This design comes from an exercise in tuning for small area, a short achievable clock period and few clock cycles on the open sky130 flow, not from production work. At most, simulation tests tie the RTL to the original design; equivalence was not proved. Power is estimated from default activity; no workload was simulated.

==> flow/design.v <==
module rlec_chan_enc (
    input  wire        clk,
    input  wire        rst_n,
    input  wire        in_valid,
    output wire        in_ready,
    input  wire [31:0] in_data,
    input  wire        in_last,
    output reg         out_valid,
    input  wire        out_ready,
    output reg  [31:0] out_data,
    output reg  [1:0]  out_kind,
    output reg         out_last
);
    localparam NS = 15;                     
    localparam [1:0] O_IDLE = 2'd0, O_DC = 2'd1, O_TAB = 2'd2, O_RUN = 2'd3;
    function [31:0] norm;
        input [31:0] v;
        norm = (v == 32'h80000000) ? 32'h0 : v;
    endfunction
    function [1:0] cmp31;
        input [30:0] a, b;
        reg [31:0] d, v;
        integer w, i;
        begin
            d = {1'b0, a ^ b};
            v = {1'b0, b};
            for (w = 1; w < 32; w = w * 2)
                for (i = 0; i < 32; i = i + 2 * w) begin
                    v[i] = d[i + w] ? v[i + w] : v[i];
                    d[i] = d[i + w] | d[i];
                end
            cmp31 = {d[0] & v[0], ~d[0]};
        end
    endfunction
    function [1:0] kcmp;
        input [31:0] a, b;
        reg [1:0] m;
        begin
            m = cmp31(a[30:0], b[30:0]);
            case ({a[31], b[31]})
                2'b00: kcmp = {m[1], m[0]};
                2'b01: kcmp = 2'b00;
                2'b10: kcmp = 2'b10;
                default: kcmp = {~m[1] & ~m[0], m[0]};
            endcase
        end
    endfunction
    function [3:0] enc15;
        input [NS-1:0] oh;
        integer e;
        begin
            enc15 = 4'd0;
            for (e = 0; e < NS; e = e + 1)
                if (oh[e]) enc15 = enc15 | e[3:0];
        end
    endfunction
    function [1:0] fa;
        input a, b, c;
        fa = {(a & b) | (a & c) | (b & c), a ^ b ^ c};
    endfunction
    function [3:0] pop15;
        input [4:0] s, c;
        reg [1:0] x0, x1, x2, x3, x4, y0, y1, y2, y3, z0, z1, z2, t0;
        begin
            x0 = {c[0], s[0]};
            x1 = {c[1], s[1]};
            x2 = {c[2], s[2]};
            x3 = {c[3], s[3]};
            x4 = {c[4], s[4]};
            y0 = fa(x0[0], x1[0], x2[0]);      
            y1 = fa(x3[0], x4[0], 1'b0);
            y2 = fa(x0[1], x1[1], x2[1]);      
            y3 = fa(x3[1], x4[1], 1'b0);
            z0 = fa(y0[0], y1[0], 1'b0);       
            z1 = fa(y0[1], y1[1], y2[0]);      
            z2 = fa(y3[0], z0[1], 1'b0);       
            t0 = fa(z1[0], z2[0], 1'b0);
            pop15 = {1'b0, z0[0]} + {t0, 1'b0} +
                    {({1'b0, z1[1]} + {1'b0, z2[1]}) + ({1'b0, y2[1]} + {1'b0, y3[1]}), 2'b00};
        end
    endfunction
    reg [31:0]   val   [0:NS-1];    
    reg [NS-1:0] valid_l;           
    reg [NS-1:0] valid_o;           
    reg [3:0]    cnt   [0:NS-1];    
    reg [3:0]    rank_l[0:NS-1];    
    reg [3:0]    nd_l;              
    reg [4:0]    occ;               
    reg [31:0]   dc_l, dc_o;
    reg [3:0]    run_sl [0:NS-1];   
    reg [3:0]    run_so [0:NS-1];   
    reg [NS-1:0] rconv;             
    reg [14:1]   rst_l;             
    reg [3:0]    lpos;              
    reg [14:0]   lposh;             
    reg [3:0]    ridx;              
    reg [3:0]    prevs;             
    reg          ir;
    reg          bfirst;            
    reg          vR, fR, lR;
    reg  [31:0]  xR;
    wire         in_fire = in_valid & ir;
    assign in_ready = ir;
    reg          l_has;             
    reg          l_done;            
    reg  [1:0]   ophase;
    wire         o_idle = (ophase == O_IDLE);
    reg          cv, cac, clast, cfa, afa, calloc;
    reg [NS-1:0] ceq, cns, clt;
    reg          chit;
    wire [NS-1:0] ch   = chit ? ceq : cns;
    wire [NS-1:0] dupm = chit ? cns : {NS{1'b0}};
    reg [3:0]    cp;                
    reg          dv, dac, dlast;
    reg [NS-1:0] dh, dinc;
    reg [4:0]    dps, dpc;          
    wire l_ready = l_done | (dv & dlast);
    wire hand    = l_has & l_ready & o_idle;
    wire cA      = vR & (~fR | ~l_has | hand);
    wire acA     = vR & ~fR;                  
    reg [NS-1:0] eq, lt, freev, ns;
    reg          hit;
    integer j;
    always @(*) begin
        for (j = 0; j < NS; j = j + 1) begin
            {lt[j], eq[j]} = kcmp(val[j], xR);
            eq[j] = eq[j] & valid_l[j] & ~dupm[j];
            freev[j] = ~valid_l[j] & ~valid_o[j];
        end
        hit = |eq;
        ns = freev & ~(freev - 1'b1);         
    end
    reg  [3:0]    cnt_a;
    always @(*) begin
        cnt_a = 4'd0;
        for (j = 0; j < NS; j = j + 1)
            if (eq[j]) cnt_a = cnt_a | (cnt[j] + 4'd1);
        if (~hit) cnt_a = 4'd1;
    end
    wire          alloc = acA & ~hit;
    reg [NS-1:0] inc_c, ahead_c;
    always @(*) begin
        for (j = 0; j < NS; j = j + 1) begin
            inc_c[j]   = valid_l[j] & ~cns[j] & ~ceq[j] &
                         (((cnt[j] == cp) & ~clt[j]) | ((cnt[j] == cp - 4'd1) & clt[j]));
            ahead_c[j] = valid_l[j] & ~cns[j] & ~ceq[j] &
                         ((cnt[j] > cp) | ((cnt[j] == cp) & clt[j]));
        end
    end
    wire [3:0] cslot = enc15(ch);
    wire       same  = (cslot == prevs);
    wire       rnew  = cfa | ~same;           
    wire [3:0] ridx_n = cfa ? 4'd0 : ridx + {3'd0, ~same};
    wire [3:0] lpos_n = cfa ? 4'd0 : lpos + 4'd1;
    wire [14:0] lposh_n = cfa ? 15'd1 : {lposh[13:0], 1'b0};
    wire [3:0] pc = pop15(dps, dpc);
    reg  [4:0] ps_c, pcy_c;
    always @(*) begin
        for (j = 0; j < 5; j = j + 1)
            {pcy_c[j], ps_c[j]} = fa(ahead_c[3*j], ahead_c[3*j+1], ahead_c[3*j+2]);
    end
    reg  [3:0] rank_n [0:NS-1];
    always @(*) begin
        for (j = 0; j < NS; j = j + 1) begin
            rank_n[j] = rank_l[j];
            if (dv & dac) begin
                if (dh[j])        rank_n[j] = pc;
                else if (dinc[j]) rank_n[j] = rank_l[j] + 4'd1;
            end
        end
    end
    reg [3:0]    nd_o, k, nac_o, rpos;
    reg [14:1]   rm;                           
    reg          len1_o;
    wire         can_load = ~out_valid | out_ready;
    reg [NS-1:0] sel;
    reg [31:0]   tabv;
    wire [3:0]   code = run_so[0];
    wire [3:0]   tslot = enc15(sel);
    reg [3:0]    nxt;
    always @(*) begin
        tabv = 32'd0;
        for (j = 0; j < NS; j = j + 1) begin
            sel[j] = valid_o[j] & (rank_l[j] == k);
            if (sel[j]) tabv = tabv | val[j];
        end
        nxt = nac_o;
        for (j = 14; j >= 1; j = j - 1)
            if (rm[j]) nxt = j[3:0];
    end
    wire [14:1] rm_low = rm & ~(rm - 1'b1);
    wire [3:0]  rlen   = nxt - rpos;
    wire        rlast  = ~|rm;
    wire        o_load = ~hand & can_load & ~o_idle;
    wire        oload = (hand | o_load) & can_load;
    reg  [34:0] onext;
    always @(*) begin
        if (hand)
            onext = {2'd0, nd_l == 4'd0, dc_l};
        else case (ophase)
            O_DC:    onext = {2'd0, len1_o, dc_o};
            O_TAB:   onext = {2'd1, 1'b0, tabv};
            default: onext = {2'd2, rlast, 12'd0, code, 12'd0, rlen};
        endcase
    end
    wire       vR_n     = in_fire | (vR & ~cA);
    wire       fR_n     = in_fire ? bfirst : fR;
    wire       bfirst_n = in_fire ? in_last : bfirst;
    wire       l_has_n  = (l_has & ~hand) | (cA & fR);
    wire       l_done_n = (l_done | (dv & dlast)) & ~hand;
    wire       l_rdy_n  = l_done_n | (cv & clast);
    wire       o_idle_n = o_idle & ~hand;
    wire       hand_n   = l_has_n & l_rdy_n & o_idle_n;
    wire       commit_n = ~fR_n | ~l_has_n | hand_n;
    wire [4:0] occ_b    = occ + {4'd0, cv & calloc} + {4'd0, acA} + {4'd0, vR_n & ~fR_n};
    wire       ir_n     = (~vR_n | commit_n) & (bfirst_n | (occ_b <= 5'd14));
    wire [4:0] ofree    = (ophase == O_TAB && o_load) ? 5'd1 : 5'd0;
    always @(posedge clk) begin
        if (!rst_n) begin
            ir <= 1'b0; bfirst <= 1'b1; vR <= 1'b0;
            l_has <= 1'b0; l_done <= 1'b0;
            cv <= 1'b0; dv <= 1'b0;
            valid_l <= {NS{1'b0}}; valid_o <= {NS{1'b0}};
            nd_l <= 4'd0; occ <= 5'd0;
            ophase <= O_IDLE;
            out_valid <= 1'b0;
            {out_kind, out_last, out_data} <= 35'd0;
            xR <= 32'd0;
        end else begin
            {out_kind, out_last, out_data} <= {out_kind, out_last, out_data} ^
                ({35{oload}} & (onext ^ {out_kind, out_last, out_data}));
            xR <= xR ^ ({32{in_fire}} & (norm(in_data) ^ xR));
            ir <= ir_n;
            bfirst <= bfirst_n;
            vR <= vR_n;
            l_has  <= l_has_n;
            l_done <= l_done_n;
            cv <= cA;
            dv <= cv;
            if (hand) begin
                valid_l <= {NS{1'b0}};
                nd_l <= 4'd0;
            end else begin
                valid_l <= (valid_l | (acA ? ns : {NS{1'b0}})) & ~dupm;
                if (cv & calloc) nd_l <= nd_l + 4'd1;
            end
            occ <= occ + {4'd0, cv & calloc} - ofree;
            if (out_valid & out_ready) out_valid <= 1'b0;
            if (hand) begin
                valid_o <= valid_l;
                if (can_load) begin
                    out_valid <= 1'b1;
                    ophase    <= (nd_l == 4'd0) ? O_IDLE : O_TAB;
                end else begin
                    ophase    <= O_DC;
                end
            end else if (o_load) begin
                out_valid <= 1'b1;
                case (ophase)
                    O_DC:  ophase <= len1_o ? O_IDLE : O_TAB;
                    O_TAB: begin
                        valid_o <= valid_o & ~sel;
                        if (k + 4'd1 == nd_o) ophase <= O_RUN;
                    end
                    default: if (rlast) ophase <= O_IDLE;
                endcase
            end
        end
    end
    integer q;
    always @(posedge clk) begin
        if (in_fire) begin
            fR <= bfirst;
            lR <= in_last;
        end
        if (cA & fR) dc_l <= xR;
        for (j = 0; j < NS; j = j + 1) begin
            if (acA & ns[j]) begin
                val[j] <= xR;
                cnt[j] <= 4'd1;
            end
            if (acA & eq[j]) cnt[j] <= cnt[j] + 4'd1;
        end
        if (cA) afa <= fR;             
        cac    <= acA;
        calloc <= alloc;
        clast  <= lR;
        cfa    <= afa;
        ceq    <= eq;
        cns    <= ns;
        chit   <= acA & hit;
        cp     <= cnt_a;
        clt    <= lt;
        dac    <= cac;
        dlast  <= clast;
        dh     <= ch;
        dinc   <= inc_c;
        dps    <= ps_c;
        dpc    <= pcy_c;
        if (cv & cac) begin
            prevs <= cslot;
            ridx  <= ridx_n;
            lpos  <= lpos_n;
            lposh <= lposh_n;
            if (rnew) run_sl[ridx_n] <= cslot;
            rst_l <= cfa ? 14'd0 : rst_l | (lposh_n[14:1] & {14{~same}});
        end
        for (j = 0; j < NS; j = j + 1) rank_l[j] <= rank_n[j];
        if (hand) begin
            for (j = 0; j < NS; j = j + 1) begin
                run_so[j] <= run_sl[j];
            end
            nd_o   <= nd_l;
            nac_o  <= lpos + 4'd1;
            rm     <= rst_l;
            rpos   <= 4'd0;
            len1_o <= (nd_l == 4'd0);
            dc_o   <= dc_l;
            k      <= 4'd0;
            rconv  <= {NS{1'b0}};
        end else if (o_load) begin
            case (ophase)
                O_TAB: begin
                    k        <= k + 4'd1;
                    for (j = 0; j < NS; j = j + 1)
                        if (~rconv[j] & (run_so[j] == tslot)) begin
                            run_so[j] <= k;
                            rconv[j]  <= 1'b1;
                        end
                end
                O_RUN: begin
                    for (q = 0; q < NS - 1; q = q + 1) run_so[q] <= run_so[q+1];
                    rm   <= rm & ~rm_low;
                    rpos <= nxt;
                end
                default: ;
            endcase
        end
    end
endmodule
Settings: LEC_CHECK=0, CAP_MARGIN=20, CORE_MARGIN=2, CORE_UTILIZATION=60, SLEW_MARGIN=20; clock period 10.0 ns.
standard.sh (not shown) runs the stock make flow with config.mk's settings and CLKGATE_MAP_FILE= SYNTH_SCRIPT=/design/flow/synth_recipe.tcl, a recipe that flattens the netlist after the stock synthesis.
==> flow/flow/run.sh <==
#!/bin/bash
# The standard layout, with ORFS's timing repair aimed at 6.8 ns of setup
# slack instead of 0 (the clock period and constraints are unchanged).
set -euo pipefail
bash standard.sh synth > synth.log 2>&1
SETUP_SLACK_MARGIN=6.8 bash standard.sh > layout.log 2>&1
Testbench counts at the start, summed over its fixed seeds: cycles 10,409.
Change:
--- a/flow/design.v
+++ b/flow/design.v
@@ -12,7 +12,7 @@
     output reg         out_last
 );
     localparam NS = 15;                     
-    localparam [1:0] O_IDLE = 2'd0, O_DC = 2'd1, O_TAB = 2'd2, O_RUN = 2'd3;
+    localparam [1:0] O_IDLE = 2'd0, O_TAB = 2'd2, O_RUN = 2'd3;
     function [31:0] norm;
         input [31:0] v;
         norm = (v == 32'h80000000) ? 32'h0 : v;
@@ -86,7 +86,7 @@
     reg [3:0]    rank_l[0:NS-1];    
     reg [3:0]    nd_l;              
     reg [4:0]    occ;               
-    reg [31:0]   dc_l, dc_o;
+    reg [31:0]   dc_l;
     reg [3:0]    run_sl [0:NS-1];   
     reg [3:0]    run_so [0:NS-1];   
     reg [NS-1:0] rconv;             
@@ -115,7 +115,8 @@
     reg [NS-1:0] dh, dinc;
     reg [4:0]    dps, dpc;          
     wire l_ready = l_done | (dv & dlast);
-    wire hand    = l_has & l_ready & o_idle;
+    wire can_load = ~out_valid | out_ready;
+    wire hand    = l_has & l_ready & o_idle & can_load;
     wire cA      = vR & (~fR | ~l_has | hand);
     wire acA     = vR & ~fR;                  
     reg [NS-1:0] eq, lt, freev, ns;
@@ -128,13 +129,15 @@
             freev[j] = ~valid_l[j] & ~valid_o[j];
         end
         hit = |eq;
-        ns = freev & ~(freev - 1'b1);         
+        for (j = 0; j < NS; j = j + 1)         
+            ns[j] = freev[j] & ~|(freev & ((15'd1 << j) - 15'd1));
     end
+    wire [NS-1:0] cwr = (cv & cac) ? ch : {NS{1'b0}};
     reg  [3:0]    cnt_a;
     always @(*) begin
         cnt_a = 4'd0;
         for (j = 0; j < NS; j = j + 1)
-            if (eq[j]) cnt_a = cnt_a | (cnt[j] + 4'd1);
+            if (eq[j]) cnt_a = cnt_a | (cwr[j] ? cp + 4'd1 : cnt[j] + 4'd1);
         if (~hit) cnt_a = 4'd1;
     end
     wire          alloc = acA & ~hit;
@@ -171,8 +174,6 @@
     end
     reg [3:0]    nd_o, k, nac_o, rpos;
     reg [14:1]   rm;                           
-    reg          len1_o;
-    wire         can_load = ~out_valid | out_ready;
     reg [NS-1:0] sel;
     reg [31:0]   tabv;
     wire [3:0]   code = run_so[0];
@@ -188,17 +189,19 @@
         for (j = 14; j >= 1; j = j - 1)
             if (rm[j]) nxt = j[3:0];
     end
-    wire [14:1] rm_low = rm & ~(rm - 1'b1);
+    reg  [14:1] rm_low;                        
+    always @(*)
+        for (j = 1; j <= 14; j = j + 1)
+            rm_low[j] = rm[j] & ~|(rm & ((14'd1 << (j - 1)) - 14'd1));
     wire [3:0]  rlen   = nxt - rpos;
     wire        rlast  = ~|rm;
     wire        o_load = ~hand & can_load & ~o_idle;
-    wire        oload = (hand | o_load) & can_load;
+    wire        oload = hand | o_load;
     reg  [34:0] onext;
     always @(*) begin
         if (hand)
             onext = {2'd0, nd_l == 4'd0, dc_l};
         else case (ophase)
-            O_DC:    onext = {2'd0, len1_o, dc_o};
             O_TAB:   onext = {2'd1, 1'b0, tabv};
             default: onext = {2'd2, rlast, 12'd0, code, 12'd0, rlen};
         endcase
@@ -210,7 +213,7 @@
     wire       l_done_n = (l_done | (dv & dlast)) & ~hand;
     wire       l_rdy_n  = l_done_n | (cv & clast);
     wire       o_idle_n = o_idle & ~hand;
-    wire       hand_n   = l_has_n & l_rdy_n & o_idle_n;
+    wire       hand_n   = l_has_n & l_rdy_n & o_idle_n & can_load;
     wire       commit_n = ~fR_n | ~l_has_n | hand_n;
     wire [4:0] occ_b    = occ + {4'd0, cv & calloc} + {4'd0, acA} + {4'd0, vR_n & ~fR_n};
     wire       ir_n     = (~vR_n | commit_n) & (bfirst_n | (occ_b <= 5'd14));
@@ -248,16 +251,11 @@
             if (out_valid & out_ready) out_valid <= 1'b0;
             if (hand) begin
                 valid_o <= valid_l;
-                if (can_load) begin
-                    out_valid <= 1'b1;
-                    ophase    <= (nd_l == 4'd0) ? O_IDLE : O_TAB;
-                end else begin
-                    ophase    <= O_DC;
-                end
+                out_valid <= 1'b1;
+                ophase    <= (nd_l == 4'd0) ? O_IDLE : O_TAB;
             end else if (o_load) begin
                 out_valid <= 1'b1;
                 case (ophase)
-                    O_DC:  ophase <= len1_o ? O_IDLE : O_TAB;
                     O_TAB: begin
                         valid_o <= valid_o & ~sel;
                         if (k + 4'd1 == nd_o) ophase <= O_RUN;
@@ -275,11 +273,8 @@
         end
         if (cA & fR) dc_l <= xR;
         for (j = 0; j < NS; j = j + 1) begin
-            if (acA & ns[j]) begin
-                val[j] <= xR;
-                cnt[j] <= 4'd1;
-            end
-            if (acA & eq[j]) cnt[j] <= cnt[j] + 4'd1;
+            if (acA & ns[j]) val[j] <= xR;
+            if (cwr[j]) cnt[j] <= cp;
         end
         if (cA) afa <= fR;             
         cac    <= acA;
@@ -314,8 +309,6 @@
             nac_o  <= lpos + 4'd1;
             rm     <= rst_l;
             rpos   <= 4'd0;
-            len1_o <= (nd_l == 4'd0);
-            dc_o   <= dc_l;
             k      <= 4'd0;
             rconv  <= {NS{1'b0}};
         end else if (o_load) begin
After rerunning: Synthesized area fell by 2.8%. Power stays flat. Final area grows by 0.87%. Wire length climbs by 3.5%. Non-clock buffer count rose by 123. Worst setup slack degrades by 220 ps.
The RTL of the second run of this note was laid out without a check of its function.

what the ideal ports hide:
The flow's constraints put no driver on any port. The routed layouts listed below were extracted and timed again, unchanged, in two steps. Step 1 assumes that a clkbuf_16 drives the clock port and a buf_2 every other input. Step 2 also shifts input and output timing later by t, the mid clock arrival at the registers, as if the neighbouring blocks saw the same clock. Slacks: no drivers / after step 1 / after step 2; pairs: no drivers / after step 1.
run	t, ns	setup slack, ns	latest minus earliest clock arrival (ns)
the first run	0.786	6.711 / 6.703 / 6.055	0.023 / 0.023
the second run	0.786	6.489 / 6.489 / 6.070	0.027 / 0.027
After both steps every run listed still meets setup and hold. The setup slack of the first run, which loses most, moves by -0.008 ns with the drivers and by -0.656 ns with both steps.
